This is an optimization exercise on Yosys and OpenROAD, whose aim is small area, a short achievable clock period and few clock cycles per item, not a production implementation. Function was checked by simulation only, so behaviour that the tests miss may differ from the original.

==> inputs of v35 <==
==> flow/design.v <==
module polyval_acc (
    input  wire         clk,
    input  wire         rst,
    input  wire         in_valid,
    output wire         in_ready,
    input  wire [1:0]   in_op,
    input  wire [127:0] in_data,
    output reg          done,
    output reg          err,
    output wire [127:0] result
);
    localparam [1:0] OP_SEED = 2'd0;
    localparam [1:0] OP_CLR  = 2'd1;
    function [127:0] mulx;
        input [127:0] a;
        begin
            mulx = {1'b0, a[127:1]} ^ (a[0] ? {8'he1, 120'd0} : 128'd0);
        end
    endfunction
    function [127:0] rev128;
        input [127:0] a;
        integer i;
        begin
            for (i = 0; i < 128; i = i + 1) rev128[i] = a[127 - i];
        end
    endfunction
    function [14:0] clmul8;
        input [7:0] a, b;
        integer i;
        begin
            clmul8 = 15'd0;
            for (i = 0; i < 8; i = i + 1)
                if (a[i]) clmul8 = clmul8 ^ ({7'd0, b} << i);
        end
    endfunction
    function [23:0] kx16;
        input [15:0] a;
        begin
            kx16 = {(a[7:0] ^ a[15:8]), (a[15:8]), (a[7:0])};
        end
    endfunction
    function [30:0] kmul16;
        input [23:0] a, b;
        reg [14:0] l, h, m;
        begin
            l = clmul8(a[7:0], b[7:0]);
            h = clmul8(a[15:8], b[15:8]);
            m = clmul8(a[23:16], b[23:16]) ^ l ^ h;
            kmul16 = {16'd0, l} ^ ({16'd0, m} << 8) ^ ({16'd0, h} << 16);
        end
    endfunction
    function [71:0] kx32;
        input [31:0] a;
        begin
            kx32 = {kx16(a[15:0] ^ a[31:16]), kx16(a[31:16]), kx16(a[15:0])};
        end
    endfunction
    function [62:0] kmul32;
        input [71:0] a, b;
        reg [30:0] l, h, m;
        begin
            l = kmul16(a[23:0], b[23:0]);
            h = kmul16(a[47:24], b[47:24]);
            m = kmul16(a[71:48], b[71:48]) ^ l ^ h;
            kmul32 = {32'd0, l} ^ ({32'd0, m} << 16) ^ ({32'd0, h} << 32);
        end
    endfunction
    function [215:0] kx64;
        input [63:0] a;
        begin
            kx64 = {kx32(a[31:0] ^ a[63:32]), kx32(a[63:32]), kx32(a[31:0])};
        end
    endfunction
    function [126:0] kmul64;
        input [215:0] a, b;
        reg [62:0] l, h, m;
        begin
            l = kmul32(a[71:0], b[71:0]);
            h = kmul32(a[143:72], b[143:72]);
            m = kmul32(a[215:144], b[215:144]) ^ l ^ h;
            kmul64 = {64'd0, l} ^ ({64'd0, m} << 32) ^ ({64'd0, h} << 64);
        end
    endfunction
    function [431:0] hexp;
        input [127:0] h;
        begin
            hexp = {kx64(h[127:64]), kx64(h[63:0])};
        end
    endfunction
    function [127:0] red;
        input [191:0] u;
        reg [63:0] t;
        begin
            t = u[191:128];
            red = u[127:0] ^ {64'd0, t} ^ {63'd0, t, 1'b0} ^ {62'd0, t, 2'b0} ^ {57'd0, t, 7'b0};
        end
    endfunction
    function [191:0] step;
        input [127:0] z;
        input [215:0] d;
        input [431:0] hx;
        begin
            step = {z, 64'd0}
                ^ {65'd0, kmul64(d, hx[215:0])}
                ^ {1'd0, kmul64(d, hx[431:216]), 64'd0}
                ;
        end
    endfunction
    reg [191:0] u;        
    reg [127:0] hp;       
    wire [431:0] hx = hexp(hp);    
    reg [63:0]  dx;       
    reg         seeded;   
    reg         busy;     
    reg [0:0]   cnt;      
    wire         accept  = in_valid && in_ready;
    wire [127:0] len_blk = {in_data[124:64], 3'b000, in_data[60:0], 3'b000};
    wire [127:0] fold_in = in_op[0] ? len_blk : in_data;
    wire [127:0] acc     = rev128(red(u));    
    wire [127:0] xp      = rev128(acc ^ fold_in);
    wire [215:0]  dsel    = kx64(busy ? dx : xp[127:64]);
    wire [127:0] zsel    = busy ? red(u) : 128'd0;
    wire [191:0] prod    = step(zsel, dsel, hx);
    assign in_ready = !busy;
    assign result   = acc;
    always @(posedge clk) begin
        if (busy) begin
        end else begin
            dx <= xp[63:0];
        end
    end
    always @(posedge clk) begin
        if (rst) begin
            u      <= 192'd0;
            seeded <= 1'b0;
            busy   <= 1'b0;
            cnt    <= 1'd0;
            done   <= 1'b0;
            err    <= 1'b0;
        end else begin
            done <= 1'b0;
            err  <= 1'b0;
            if (busy) begin
                u   <= prod;
                cnt <= cnt + 1'd1;
                if (cnt == 1'd1) begin
                    busy <= 1'b0;
                    cnt  <= 1'd0;
                    done <= 1'b1;
                end
            end else if (accept) begin
                case (in_op)
                    OP_SEED: begin
                        hp     <= rev128(mulx(in_data));
                        seeded <= 1'b1;
                        done   <= 1'b1;
                    end
                    OP_CLR: begin
                        u    <= 192'd0;
                        done <= 1'b1;
                    end
                    default: begin
                        if (seeded) begin
                            u    <= prod;
                            busy <= 1'b1;
                            cnt  <= 1'd1;
                        end else begin
                            done <= 1'b1;
                            err  <= 1'b1;
                        end
                    end
                endcase
            end
        end
    end
endmodule
==> flow/run.sh <==
#!/bin/bash
# synth_recipe.tcl (not shown) runs the flow's synth.tcl, then flattens the netlist and writes it again
# the make line also repeats each setting of config.mk as NAME=value (left out here)
make -C /OpenROAD-flow-scripts/flow DESIGN_CONFIG=/design/flow/config.mk WORK_HOME=/design/flow/orfs CLKGATE_MAP_FILE= SYNTH_SCRIPT=/design/flow/synth_recipe.tcl finish
==> flow/config.mk <==
export PLATFORM = sky130hd
export DESIGN_NAME = polyval_acc
export DESIGN_NICKNAME = polyval_acc
export VERILOG_FILES = /design/flow/design.v
export SDC_FILE = /design/flow/constraint.sdc
export NUM_CORES = 4
export LEC_CHECK = 0
export CAP_MARGIN = 20
export CORE_MARGIN = 2
export CORE_UTILIZATION = 40
export SETUP_SLACK_MARGIN = 1.0
export SLEW_MARGIN = 20
==> flow/constraint.sdc <==
create_clock -name core_clock -period 5.0 [get_ports {clk}]
set_input_delay 1.0000 -clock core_clock [delete_from_list [all_inputs] [get_ports {clk}]]
set_output_delay 1.0000 -clock core_clock [all_outputs]
set_load 0.01 [all_outputs]
==> v20 (differences from v35) <==
==> flow/design.v (replaced) <==
module polyval_acc (
    input  wire         clk,
    input  wire         rst,
    input  wire         in_valid,
    output wire         in_ready,
    input  wire [1:0]   in_op,
    input  wire [127:0] in_data,
    output reg          done,
    output reg          err,
    output wire [127:0] result
);
    localparam [1:0] OP_SEED = 2'd0;
    localparam [1:0] OP_CLR  = 2'd1;
    localparam [1:0] OP_BLK  = 2'd2;
    localparam [1:0] OP_LEN  = 2'd3;
    function [127:0] mulx;
        input [127:0] a;
        begin
            mulx = {1'b0, a[127:1]} ^ (a[0] ? {8'he1, 120'd0} : 128'd0);
        end
    endfunction
    reg [127:0] acc;      
    reg [127:0] mul_h;    
    reg         seeded;   
    reg         busy;
    reg [6:0]   bit_cnt;
    reg [127:0] x_sr;
    reg [127:0] z;
    reg [127:0] v;
    wire         accept = in_valid && in_ready;
    wire [127:0] len_blk = {in_data[124:64], 3'b000, in_data[60:0], 3'b000};
    wire [127:0] fold_in = (in_op == OP_LEN) ? len_blk : in_data;
    wire [127:0] z_next  = x_sr[127] ? (z ^ v) : z;
    assign in_ready = !busy;
    assign result   = acc;
    always @(posedge clk) begin
        if (rst) begin
            acc     <= 128'd0;
            seeded  <= 1'b0;
            busy    <= 1'b0;
            bit_cnt <= 7'd0;
            done    <= 1'b0;
            err     <= 1'b0;
        end else begin
            done <= 1'b0;
            err  <= 1'b0;
            if (busy) begin
                z       <= z_next;
                v       <= mulx(v);
                x_sr    <= {x_sr[126:0], 1'b0};
                bit_cnt <= bit_cnt + 7'd1;
                if (bit_cnt == 7'd127) begin
                    acc  <= z_next;
                    busy <= 1'b0;
                    done <= 1'b1;
                end
            end else if (accept) begin
                case (in_op)
                    OP_SEED: begin
                        mul_h  <= mulx(in_data);
                        seeded <= 1'b1;
                        done   <= 1'b1;
                    end
                    OP_CLR: begin
                        acc  <= 128'd0;
                        done <= 1'b1;
                    end
                    default: begin
                        if (seeded) begin
                            x_sr    <= acc ^ fold_in;
                            z       <= 128'd0;
                            v       <= mul_h;
                            bit_cnt <= 7'd0;
                            busy    <= 1'b1;
                        end else begin
                            done <= 1'b1;
                            err  <= 1'b1;
                        end
                    end
                endcase
            end
        end
    end
endmodule
SETUP_SLACK_MARGIN = default   (was 1.0)
==> v3 (differences from v35) <==
==> flow/design.v (replaced) <==
module polyval_acc (
    input  wire         clk,
    input  wire         rst,
    input  wire         in_valid,
    output wire         in_ready,
    input  wire [1:0]   in_op,
    input  wire [127:0] in_data,
    output reg          done,
    output reg          err,
    output wire [127:0] result
);
    localparam [1:0] OP_SEED = 2'd0;
    localparam [1:0] OP_CLR  = 2'd1;
    function [127:0] mulx;
        input [127:0] a;
        begin
            mulx = {1'b0, a[127:1]} ^ (a[0] ? {8'he1, 120'd0} : 128'd0);
        end
    endfunction
    function [127:0] rev128;
        input [127:0] a;
        integer i;
        begin
            for (i = 0; i < 128; i = i + 1) rev128[i] = a[127 - i];
        end
    endfunction
    function [14:0] clmul8;
        input [7:0] a, b;
        integer i;
        begin
            clmul8 = 15'd0;
            for (i = 0; i < 8; i = i + 1)
                if (a[i]) clmul8 = clmul8 ^ ({7'd0, b} << i);
        end
    endfunction
    function [30:0] clmul16;
        input [15:0] a, b;
        reg [14:0] l, h, m;
        begin
            l = clmul8(a[7:0], b[7:0]);
            h = clmul8(a[15:8], b[15:8]);
            m = clmul8(a[7:0] ^ a[15:8], b[7:0] ^ b[15:8]) ^ l ^ h;
            clmul16 = {16'd0, l} ^ ({16'd0, m} << 8) ^ ({16'd0, h} << 16);
        end
    endfunction
    function [62:0] clmul32;
        input [31:0] a, b;
        reg [30:0] l, h, m;
        begin
            l = clmul16(a[15:0], b[15:0]);
            h = clmul16(a[31:16], b[31:16]);
            m = clmul16(a[15:0] ^ a[31:16], b[15:0] ^ b[31:16]) ^ l ^ h;
            clmul32 = {32'd0, l} ^ ({32'd0, m} << 16) ^ ({32'd0, h} << 32);
        end
    endfunction
    function [126:0] clmul64;
        input [63:0] a, b;
        reg [62:0] l, h, m;
        begin
            l = clmul32(a[31:0], b[31:0]);
            h = clmul32(a[63:32], b[63:32]);
            m = clmul32(a[31:0] ^ a[63:32], b[31:0] ^ b[63:32]) ^ l ^ h;
            clmul64 = {64'd0, l} ^ ({64'd0, m} << 32) ^ ({64'd0, h} << 64);
        end
    endfunction
    function [127:0] step;
        input [127:0] z;
        input [63:0] d;
        input [127:0] h;
        reg [191:0] u;
        reg [63:0] t;
        begin
            u = {z, 64'd0}
                ^ {65'd0, clmul64(d, h[63:0])}
                ^ {1'd0, clmul64(d, h[127:64]), 64'd0}
                ;
            t = u[191:128];
            step = u[127:0] ^ {64'd0, t} ^ {63'd0, t, 1'b0} ^ {62'd0, t, 2'b0} ^ {57'd0, t, 7'b0};
        end
    endfunction
    reg [127:0] acc;      
    reg [127:0] hp;       
    reg [127:0] xs;       
    reg         seeded;   
    reg         busy;     
    reg [0:0]   cnt;      
    wire         accept  = in_valid && in_ready;
    wire [127:0] len_blk = {in_data[124:64], 3'b000, in_data[60:0], 3'b000};
    wire [127:0] fold_in = in_op[0] ? len_blk : in_data;
    wire [127:0] prod    = rev128(step(rev128(acc), xs[127:64], hp));
    assign in_ready = !busy;
    assign result   = acc;
    always @(posedge clk) begin
        if (rst) begin
            acc    <= 128'd0;
            seeded <= 1'b0;
            busy   <= 1'b0;
            cnt    <= 1'd0;
            done   <= 1'b0;
            err    <= 1'b0;
        end else begin
            done <= 1'b0;
            err  <= 1'b0;
            if (busy) begin
                acc <= prod;
                xs  <= {xs[63:0], 64'd0};
                cnt <= cnt + 1'd1;
                if (cnt == 1'd1) begin
                    busy <= 1'b0;
                    cnt  <= 1'd0;
                    done <= 1'b1;
                end
            end else if (accept) begin
                case (in_op)
                    OP_SEED: begin
                        hp     <= rev128(mulx(in_data));
                        seeded <= 1'b1;
                        done   <= 1'b1;
                    end
                    OP_CLR: begin
                        acc  <= 128'd0;
                        done <= 1'b1;
                    end
                    default: begin
                        if (seeded) begin
                            xs   <= rev128(acc ^ fold_in);
                            acc  <= 128'd0;
                            busy <= 1'b1;
                        end else begin
                            done <= 1'b1;
                            err  <= 1'b1;
                        end
                    end
                endcase
            end
        end
    end
endmodule
SETUP_SLACK_MARGIN = default   (was 1.0)
==> results_tabular.tex <==
\begin{tabular}{lr}
\hline
Metric & Value \\
\hline
\multicolumn{2}{l}{\textbf{Status}} \\
\quad Violated checks & negative setup slack \\
\quad Result of the run & finished with violations \\
\multicolumn{2}{l}{\textbf{Yosys}} \\
\quad Distinct cell type count of the synthesized netlist & 61 \\
\multicolumn{2}{l}{\textbf{Hold path}} \\
\quad Hold Path Stages & 1 \\
\quad Startpoint of the tightest hold check path & cnt\$\_SDFFE\_PP0P\_ \\
\multicolumn{2}{l}{\textbf{Timing}} \\
\quad Fin worst setup slack & -0.00345 ns \\
\quad Number of setup violations in the final report & 1 \\
\multicolumn{2}{l}{\textbf{Finish}} \\
\quad Portion of the layout cell area used by clock cells & 0.0164 \\
\quad Number of standard cells in the layout, taps in and fillers out & 15600 \\
\multicolumn{2}{l}{\textbf{Setup path}} \\
\quad Worst Reg-to-Reg Cells & 11 \\
\quad Kind of start point of the critical path & input port \\
\multicolumn{2}{l}{\textbf{Die}} \\
\quad Die Footprint & 199000 sq um \\
\hline
\end{tabular}
-- figures above: v35

==> results_tabular.tex <==
\begin{tabular}{lr}
\hline
Metric & Value \\
\hline
\multicolumn{2}{l}{\textbf{Status}} \\
\quad Result of the run & finished with violations \\
\quad Violated checks & negative setup slack \\
\multicolumn{2}{l}{\textbf{Timing}} \\
\quad Setup repair after global routing missed its margin & no \\
\quad Number of setup violations in the final report & 10 \\
\quad Fin worst setup slack & -0.119 ns \\
\multicolumn{2}{l}{\textbf{Setup path}} \\
\quad Slowest cell delay on critical path & 0.96 ns \\
\quad Worst Reg-to-Reg Cells & 16 \\
\quad Kind of start point of the critical path & flop \\
\multicolumn{2}{l}{\textbf{Detailed routing}} \\
\quad Wire length per cell & 36.4 um \\
\multicolumn{2}{l}{\textbf{Finish}} \\
\quad Fill cell instance count of the final layout & 18300 \\
\quad Portion of the layout cell area used by clock cells & 0.0173 \\
\quad Fin nets & 11600 \\
\quad Number of standard cells in the layout, taps in and fillers out & 14000 \\
\multicolumn{2}{l}{\textbf{Hold path}} \\
\quad Startpoint of the tightest hold check path & seeded\$\_SDFFE\_PP0P\_ \\
\multicolumn{2}{l}{\textbf{Yosys}} \\
\quad Cell types with the largest area share after synthesis & xnor2\_1 (40\%), nor2\_1 (13\%), xor2\_1 (11\%), edfxtp\_1 (10\%), xnor3\_1 (6.8\%) \\
\quad Number of enable flip-flop cells after synthesis & 256 \\
\quad Distinct cell type count of the synthesized netlist & 44 \\
\multicolumn{2}{l}{\textbf{Die}} \\
\quad Horiz. Die Dim & 439 um \\
\multicolumn{2}{l}{\textbf{Global routing}} \\
\quad Global Route met3 Usage & 0.161 \\
\hline
\end{tabular}
-- figures above: v3

==> results_tabular.tex <==
\begin{tabular}{lr}
\hline
Metric & Value \\
\hline
\multicolumn{2}{l}{\textbf{Status}} \\
\quad Result of the run & complete, no violations \\
\multicolumn{2}{l}{\textbf{Clock network}} \\
\quad Setup bufs post-CTS & 0 \\
\multicolumn{2}{l}{\textbf{Hold path}} \\
\quad Hold Path Stages & 2 \\
\quad Path class of the lowest-slack min-delay path & flop to flop \\
\quad Startpoint of the tightest hold check path & acc[15]\$\_SDFFE\_PP0P\_ \\
\multicolumn{2}{l}{\textbf{Setup path}} \\
\quad Worst Reg-to-Reg Cells & 6 \\
\quad Kind of start point of the critical path & flop \\
\multicolumn{2}{l}{\textbf{Die}} \\
\quad Die Footprint & 73100 sq um \\
\multicolumn{2}{l}{\textbf{Finish}} \\
\quad Portion of the layout cell area used by clock cells & 0.0678 \\
\quad Number of standard cells in the layout, taps in and fillers out & 3468 \\
\multicolumn{2}{l}{\textbf{Timing}} \\
\quad Fin worst setup slack & 2.10 ns \\
\hline
\end{tabular}
-- figures above: v20

Testbench counts of v35, summed over its fixed seeds: cycles 3,592, commands 1,888.
Testbench counts of v20, summed over its fixed seeds: cycles 218,984, commands 1,888.
Testbench counts of v3, summed over its fixed seeds: cycles 5,288, commands 1,888.

[what the ideal ports hide]
The flow's constraints put no driver on any port. The routed layouts listed below were extracted and timed again, unchanged, in two steps.
Step 1 sets driving cells, clkbuf_16 on the clock port and buf_2 on the other inputs (assumed; they add their load-dependent delay and slew).
Step 2, shift: input delay + t, output delay - t, t = (earliest + latest rising clock arrival at the registers) / 2. This alone moves slack from input paths to output paths.
a / b / c = ideal / step 1 / step 2; a / b = the first two.
run	t (ns)	slack for setup (ns)	hold slack, ns	worst setup path at the end	worst register clock-pin slew, ns
v35	0.809	-0.003 / -0.195 / -1.004	0.460 / 0.460 / 0.460	input to register	0.08 / 0.08
v20	0.660	2.099 / 2.099 / 1.557	0.495 / 0.495 / 0.495	input to register	0.06 / 0.06
v3	0.732	-0.119 / -0.119 / -0.119	0.489 / 0.489 / 0.489	register to register	0.08 / 0.08
For v35, which loses most, drivers alone change the setup slack by -0.192 ns; drivers and shift together by -1.001 ns.
